Context: an optimization exercise on an open-source flow, tuned for small area, a short achievable clock period and few clock cycles. The choices shown serve that exercise and are no tape-out recipe. In this exercise RTL edits were held to simulation tests only and were not proved equivalent to the original. Power and IR drop assume default switching activity.

[run.sh]
#!/bin/bash
# synth_recipe.tcl (not shown) runs the flow's synth.tcl, then flattens the netlist and writes it again
# the make line also repeats each setting of config.mk as NAME=value (left out here)
make -C /OpenROAD-flow-scripts/flow DESIGN_CONFIG=/design/flow/config.mk WORK_HOME=/design/flow/orfs CLKGATE_MAP_FILE= SYNTH_SCRIPT=/design/flow/synth_recipe.tcl finish
[config.mk]
export PLATFORM = sky130hd
export DESIGN_NAME = nsca_stream
export DESIGN_NICKNAME = nsca_stream
export VERILOG_FILES = /design/flow/design.v
export SDC_FILE = /design/flow/constraint.sdc
export NUM_CORES = 4
export LEC_CHECK = 0
export CAP_MARGIN = 20
export CORE_MARGIN = 2
export CORE_UTILIZATION = 40
export SLEW_MARGIN = 40
[constraint.sdc]
create_clock -name core_clock -period 8.0 [get_ports {clk}]
set_input_delay 1.6000 -clock core_clock [delete_from_list [all_inputs] [get_ports {clk}]]
set_output_delay 1.6000 -clock core_clock [all_outputs]
set_load 0.01 [all_outputs]
[design.v]
module nsca_stream (
    input  wire        clk,
    input  wire        rst,         
    input  wire        cmd_valid,
    output wire        cmd_ready,
    input  wire [3:0]  cmd_op,
    input  wire [8:0]  cmd_addr,
    input  wire [7:0]  cmd_data,
    output reg         res_valid,
    output reg         res_err,
    output reg  [31:0] res_data
);
    localparam [3:0] OP_NOP      = 4'd0,
                     OP_CRC_INIT = 4'd1,
                     OP_CRC_BYTE = 4'd2,
                     OP_CRC_FIN  = 4'd3,
                     OP_KS_NEW   = 4'd4,
                     OP_KS_BYTE  = 4'd5,
                     OP_SEAL     = 4'd6,
                     OP_OPEN     = 4'd7,
                     OP_WR_IV    = 4'd8,
                     OP_WR_SEC   = 4'd9,
                     OP_KLEN0    = 4'd10,
                     OP_KLEN1    = 4'd11;
    localparam [7:0] IV_CAP     = 8'd128;
    localparam [9:0] SECRET_CAP = 10'd512;
    function automatic [31:0] crc_step(input [31:0] acc, input [7:0] b);
        integer i;
        reg [31:0] x;
        begin
            x = acc ^ {24'd0, b};
            for (i = 0; i < 8; i = i + 1)
                x = x[0] ? ((x >> 1) ^ 32'hEDB88320) : (x >> 1);
            crc_step = x;
        end
    endfunction
    reg [7:0]  ivkey  [0:127];
    reg [7:0]  secret [0:511];
    reg [31:0] crc_acc;
    reg [7:0]  klen0;
    reg [9:0]  klen1;
    reg [6:0]  kcur0;
    reg [8:0]  kcur1;
    assign cmd_ready = 1'b1;
    wire fire = cmd_valid & ~rst;
    wire       len_bad = (klen0 > IV_CAP) | (klen1 > SECRET_CAP);
    wire [7:0] k0      = (klen0 != 8'd0) ? ivkey[kcur0]  : 8'd0;
    wire [7:0] k1      = (klen1 != 10'd0) ? secret[kcur1] : 8'd0;
    wire [7:0] ks_out  = cmd_data ^ k0 ^ k1;
    wire [6:0] kcur0_inc = kcur0 + 7'd1;
    wire [8:0] kcur1_inc = kcur1 + 9'd1;
    wire [6:0] kcur0_nxt = (klen0 == 8'd0) ? kcur0 :
                           ({1'b0, kcur0_inc} == klen0) ? 7'd0 : kcur0_inc;
    wire [8:0] kcur1_nxt = (klen1 == 10'd0) ? kcur1 :
                           ({1'b0, kcur1_inc} == klen1) ? 9'd0 : kcur1_inc;
    wire is_ks = (cmd_op == OP_KS_BYTE) | (cmd_op == OP_SEAL) | (cmd_op == OP_OPEN);
    always @(posedge clk) begin
        if (fire && cmd_op == OP_WR_IV)
            ivkey[cmd_addr[6:0]] <= cmd_data;
        if (fire && cmd_op == OP_WR_SEC)
            secret[cmd_addr] <= cmd_data;
    end
    always @(posedge clk) begin
        if (rst) begin
            crc_acc   <= 32'hFFFFFFFF;
            klen0     <= 8'd0;
            klen1     <= 10'd0;
            kcur0     <= 7'd0;
            kcur1     <= 9'd0;
            res_valid <= 1'b0;
            res_err   <= 1'b0;
            res_data  <= 32'd0;
        end else begin
            res_valid <= 1'b0;
            if (fire) begin
                case (cmd_op)
                    OP_CRC_INIT: crc_acc <= 32'hFFFFFFFF;
                    OP_CRC_BYTE: crc_acc <= crc_step(crc_acc, cmd_data);
                    OP_CRC_FIN: begin
                        res_valid <= 1'b1;
                        res_err   <= 1'b0;
                        res_data  <= ~crc_acc;
                    end
                    OP_KS_NEW: begin
                        kcur0 <= 7'd0;
                        kcur1 <= 9'd0;
                    end
                    OP_KLEN0: begin
                        klen0 <= cmd_data;
                        kcur0 <= 7'd0;
                    end
                    OP_KLEN1: begin
                        klen1 <= {cmd_addr[1:0], cmd_data};
                        kcur1 <= 9'd0;
                    end
                    default: ;
                endcase
                if (is_ks) begin
                    res_valid <= 1'b1;
                    if (len_bad) begin
                        res_err  <= 1'b1;
                        res_data <= 32'd0;
                    end else begin
                        res_err  <= 1'b0;
                        res_data <= {24'd0, ks_out};
                        kcur0    <= kcur0_nxt;
                        kcur1    <= kcur1_nxt;
                        if (cmd_op == OP_SEAL)
                            crc_acc <= crc_step(crc_acc, cmd_data);
                        else if (cmd_op == OP_OPEN)
                            crc_acc <= crc_step(crc_acc, ks_out);
                    end
                end
            end
        end
    end
endmodule
==> impl_metrics.yaml <==
synthesis:
  netlist_instances: 9899
  synth_simple_gate_area_share_pct: 3.07
  synth_fa_ha_area_share_pct: 0.0121
  synth.avg_cell_area_um2: 20.8
  synth_top_family_by_area: "multiplexers"
  synth.distinct_cells: 95
  synth_area_leaders: "edfxtp_1 (75%), mux4_2 (14%), nor2_1 (1.5%)"
  synth_area_leader_cell: "edfxtp_1"
  synth-edff-count: 5120
  synth-seq-area-share_pct: 75.8
  async_flop_share_pct: 0
  synth_compound_area_share_pct: 2.67
  synth-xor-area-share_pct: 0.878
  synth_top_cell_area_share_pct: 74.6
  syn_nets: 9925
  synth_area_mm2: 0.206
  yosys_warnings: 1
  synthFlopType: "edfxtp_1"
  ys_ff_latch: 5236
  synthMuxAreaShare_pct: 15.9
layout:
  area_delta_synth_final_pct: 13.7
  final_cell_area_mm2: 0.234
  drive_above_1_share_pct: 27.9
  finalCoreUtilization_pct: 45.6
  fin_nets: 10400
die:
  start_util_pct: 40.2
  die_area_mm2: 0.521
  chipWidth_um: 722
  io_pins: 59
  fp.dieH_um: 722
  core-area_mm2: 0.513
  row_count: 263
clocking:
  cts_root_buf: "clkbuf_16"
  holdBufCountCts: 0
  cts_setup_buffers: 0
  htreeDepth: 6
  clk_pin_slew_ns: 0.06
  cts_tree: "built"
  cts_resized: 0
  clock-sinks: 5236
  clock_latency_ns: 1.11
  clockBufferDepth: 4
  numCtsBuffers: 537
route:
  via_per_inst: 6.14
  wirelength_mm: 613
  ant_nets: 0
  drt_pass1_iterations: 7
  vias: 107000
  drc: 0
  drt_iter0_drc: 16400
  drt-wirelength-per-cell_um: 35.0
place:
  portBuffers: 57
  place_congestion: 0.958
  hpwl_mm: 393
  placed_area_mm2: 0.216
critical_path:
  r2r_end: "crc_acc[29]"
  crit_family: "buffers and inverters"
  slowest_delay_ns: 0.81
  required_ns: 8.97
  cp-start-kind: "register"
  cp_slowest_cell: "dfxtp_4"
  path_cells: "buf_4 -> buf_4 -> mux4_2 -> mux2i_1 -> o22ai_1 -> a21oi_1 -> a211oi_1 -> buf_4 -> nor2b_1 -> o221ai_2 -> buf_4 -> xnor2_1 -> xor3_2 -> xnor2_1 -> a211oi_1 -> nor2_1"
  crit_type: "register to register"
  cp.arrival_ns: 7.64
  reg2regPathDepth: 16
  worst-path-max-fanout: 39
  path_buf_inv: 4
  end_kind: "register"
  crit_top_cell: "buf_4"
  rrSetupSlack_ns: 1.32
pwr:
  peakVddDrop_uv: 263
  power.density_mw_per_mm2: 239
  p_leak_nw: 69.3
  total_power_mw: 56.0
global_route:
  grt_pass1_vias: 106000
  antenna_found_initial: 35
  grt_max_degree: 183
  grt_pass1_wl_mm: 850
  grt-ovfl-total: 0
  grt_usage_pct: 23.0
timing:
  slew_viol_final: 0
  finalSetupViolations: 0
  worst_clock_skew_ns: 0.117
  fmax_mhz: 150
  rsz0062_at_grt: "no"
  hold_violations: 0
  worst_pin_slew_ns: 1.07
  max_slew_margin_pct: 28.8
  finalSetupTns_ns: 0
  period_minus_slack_ns: 6.68
  finalCritPeriodShare_pct: 83.5
hold_path:
  hold_depth: 2
  hold_class: "register to register"
  whs_endpoint: "res_data[31]"
  hp-start: "res_data[31]"
flow_run:
  maxCapViolations: 0
outcome:
  status: "no timing/DRC/antenna violations"
-- cells by family after synthesis --
| logic type | after synthesis |
|---|---|
| adder cells (fa/ha/maj) | 2 |
| flip-flops | 5236 |
| buffers and inverters | 594 |
| XOR/XNOR | 174 |
| AO/OA/AOI/OAI | 811 |
| other | 1 |
| multiplexers | 1628 |
| AND/OR/NAND/NOR | 1453 |
-- cells in the final DEF (no fill, tap or decap), types with 113 or more instances in the layout --
cell / synthesis / layout
nor2_1: 819 / 462
mux4_2: 1280 / 1280
buf_4: 89 / 340
a21oi_1: 165 / 161
nor2_2: 1 / 355
edfxtp_1: 5120 / 5120
clkbuf_16: 0 / 544
mux2i_1: 275 / 273
a22oi_1: 205 / 205
nand2_1: 256 / 218
clkbuf_1: 239 / 119
clkinv_1: 4 / 113
-- Yosys cell counts, types with 49 or more instances --
cell	instances
a21oi_1	165
a22oi_1	205
buf_2	145
buf_4	89
buf_6	64
clkbuf_1	239
dfxtp_1	116
edfxtp_1	5120
mux2_2	49
mux2i_1	275
mux4_2	1280
nand2_1	256
nand3_1	79
nor2_1	819
nor3_1	73
o21ai_0	90
o22ai_1	117
xnor2_1	109
-- registers in the layout, indices dropped and copies added (netlist names), named ones only --
register   flops
secret      4096
ivkey       1024
crc_acc       32
res_data      32
klen1         10
kcur1          9
klen0          8
kcur0          7
res_err        1
res_valid      1
-- worst register-to-register path: stages (launching register included) --
cell,delay [ns]
dfxtp_4,0.81
buf_4,0.60
buf_4,0.70
mux4_2,0.44
mux2i_1,0.39
o22ai_1,0.17
a21oi_1,0.63
a211oi_1,0.19
buf_4,0.20
nor2b_1,0.19
o221ai_2,0.34
buf_4,0.29
xnor2_1,0.45
xor3_2,0.60
xnor2_1,0.15
a211oi_1,0.32
nor2_1,0.07
-- power by group --
group / internal (mW) / total [mW] / switching (mW)
sequential: 30.1 / 30.1 / 0.0341
clock: 13.6 / 24.4 / 10.7
combinational: 0.472 / 1.54 / 1.07
-- worst max-delay path by stage --
stage	from	endpoint	depth (start not counted)
CTS	register	crc_acc[22]	15
global route	register	crc_acc[22]	18
floorplan	register	crc_acc[19]	14
detailed placement	register	crc_acc[22]	15
global placement	register	crc_acc[3]	18
finish	register	crc_acc[29]	16
-- through the flow --
stage	cells	worst slack [ns]	hold slack (ns)
2_1_floorplan	9899	3.67	0.457
3_3_place_gp	16500	0.456	0.476
3_5_place_dp	16500	1.49	0.490
4_1_cts	17500	1.48	0.501
5_1_grt	17500	1.28	0.520
6_report	17500	1.32	0.494
-- area by class of cell --
class	instances	area, um^2
antenna	12	30.0
clock buffer	663	14100
clock inverter	284	2720
fill	42200	279000
inverter	17	75.1
multi-input combinational	4069	47900
sequential	5236	156000
tap	6757	8450
timing repair buffer	480	4750
-- metal layers --
metal | part of all wire (%) | GRT usage, % | wire (um)
met4 | 4.7 | 9.32 | 29100
met2 | 46 | 35.8 | 285000
met3 | 11 | 4.98 | 65100
met1 | 38 | 31.7 | 234000
met5 | 0.033 | 0 | 201
Testbench counts, summed over its fixed seeds: cycles 47,058.

==> port drivers added, routing unchanged <==
In the flow no input, the clock included, has a driving cell. The finished layout below was timed again as built, in two steps.
Step 1 sets driving cells, clkbuf_16 on the clock port and buf_2 on the other inputs (assumed; they add their load-dependent delay and slew).
Step 2 adds t to the input delays and takes it off the output delays; t is the mean of the earliest and latest rising clock arrival at the registers after step 1. Input paths then give back, and output paths get back, about the clock's delay inside the block.
Three values: no drivers, after step 1, after step 2; two values: the first two.
t (ns): 1.157
setup slack, ns: 1.324 / 1.324 / 1.324
hold WS [ns]: 0.494 / 0.494 / 0.494
worst setup path at the end: register to register
clock arrival spread, ns: 0.117 / 0.117
After both steps setup and hold are still met in this run. The setup slack of this run moves by 0.000 ns with the drivers and by 0.000 ns with both steps.
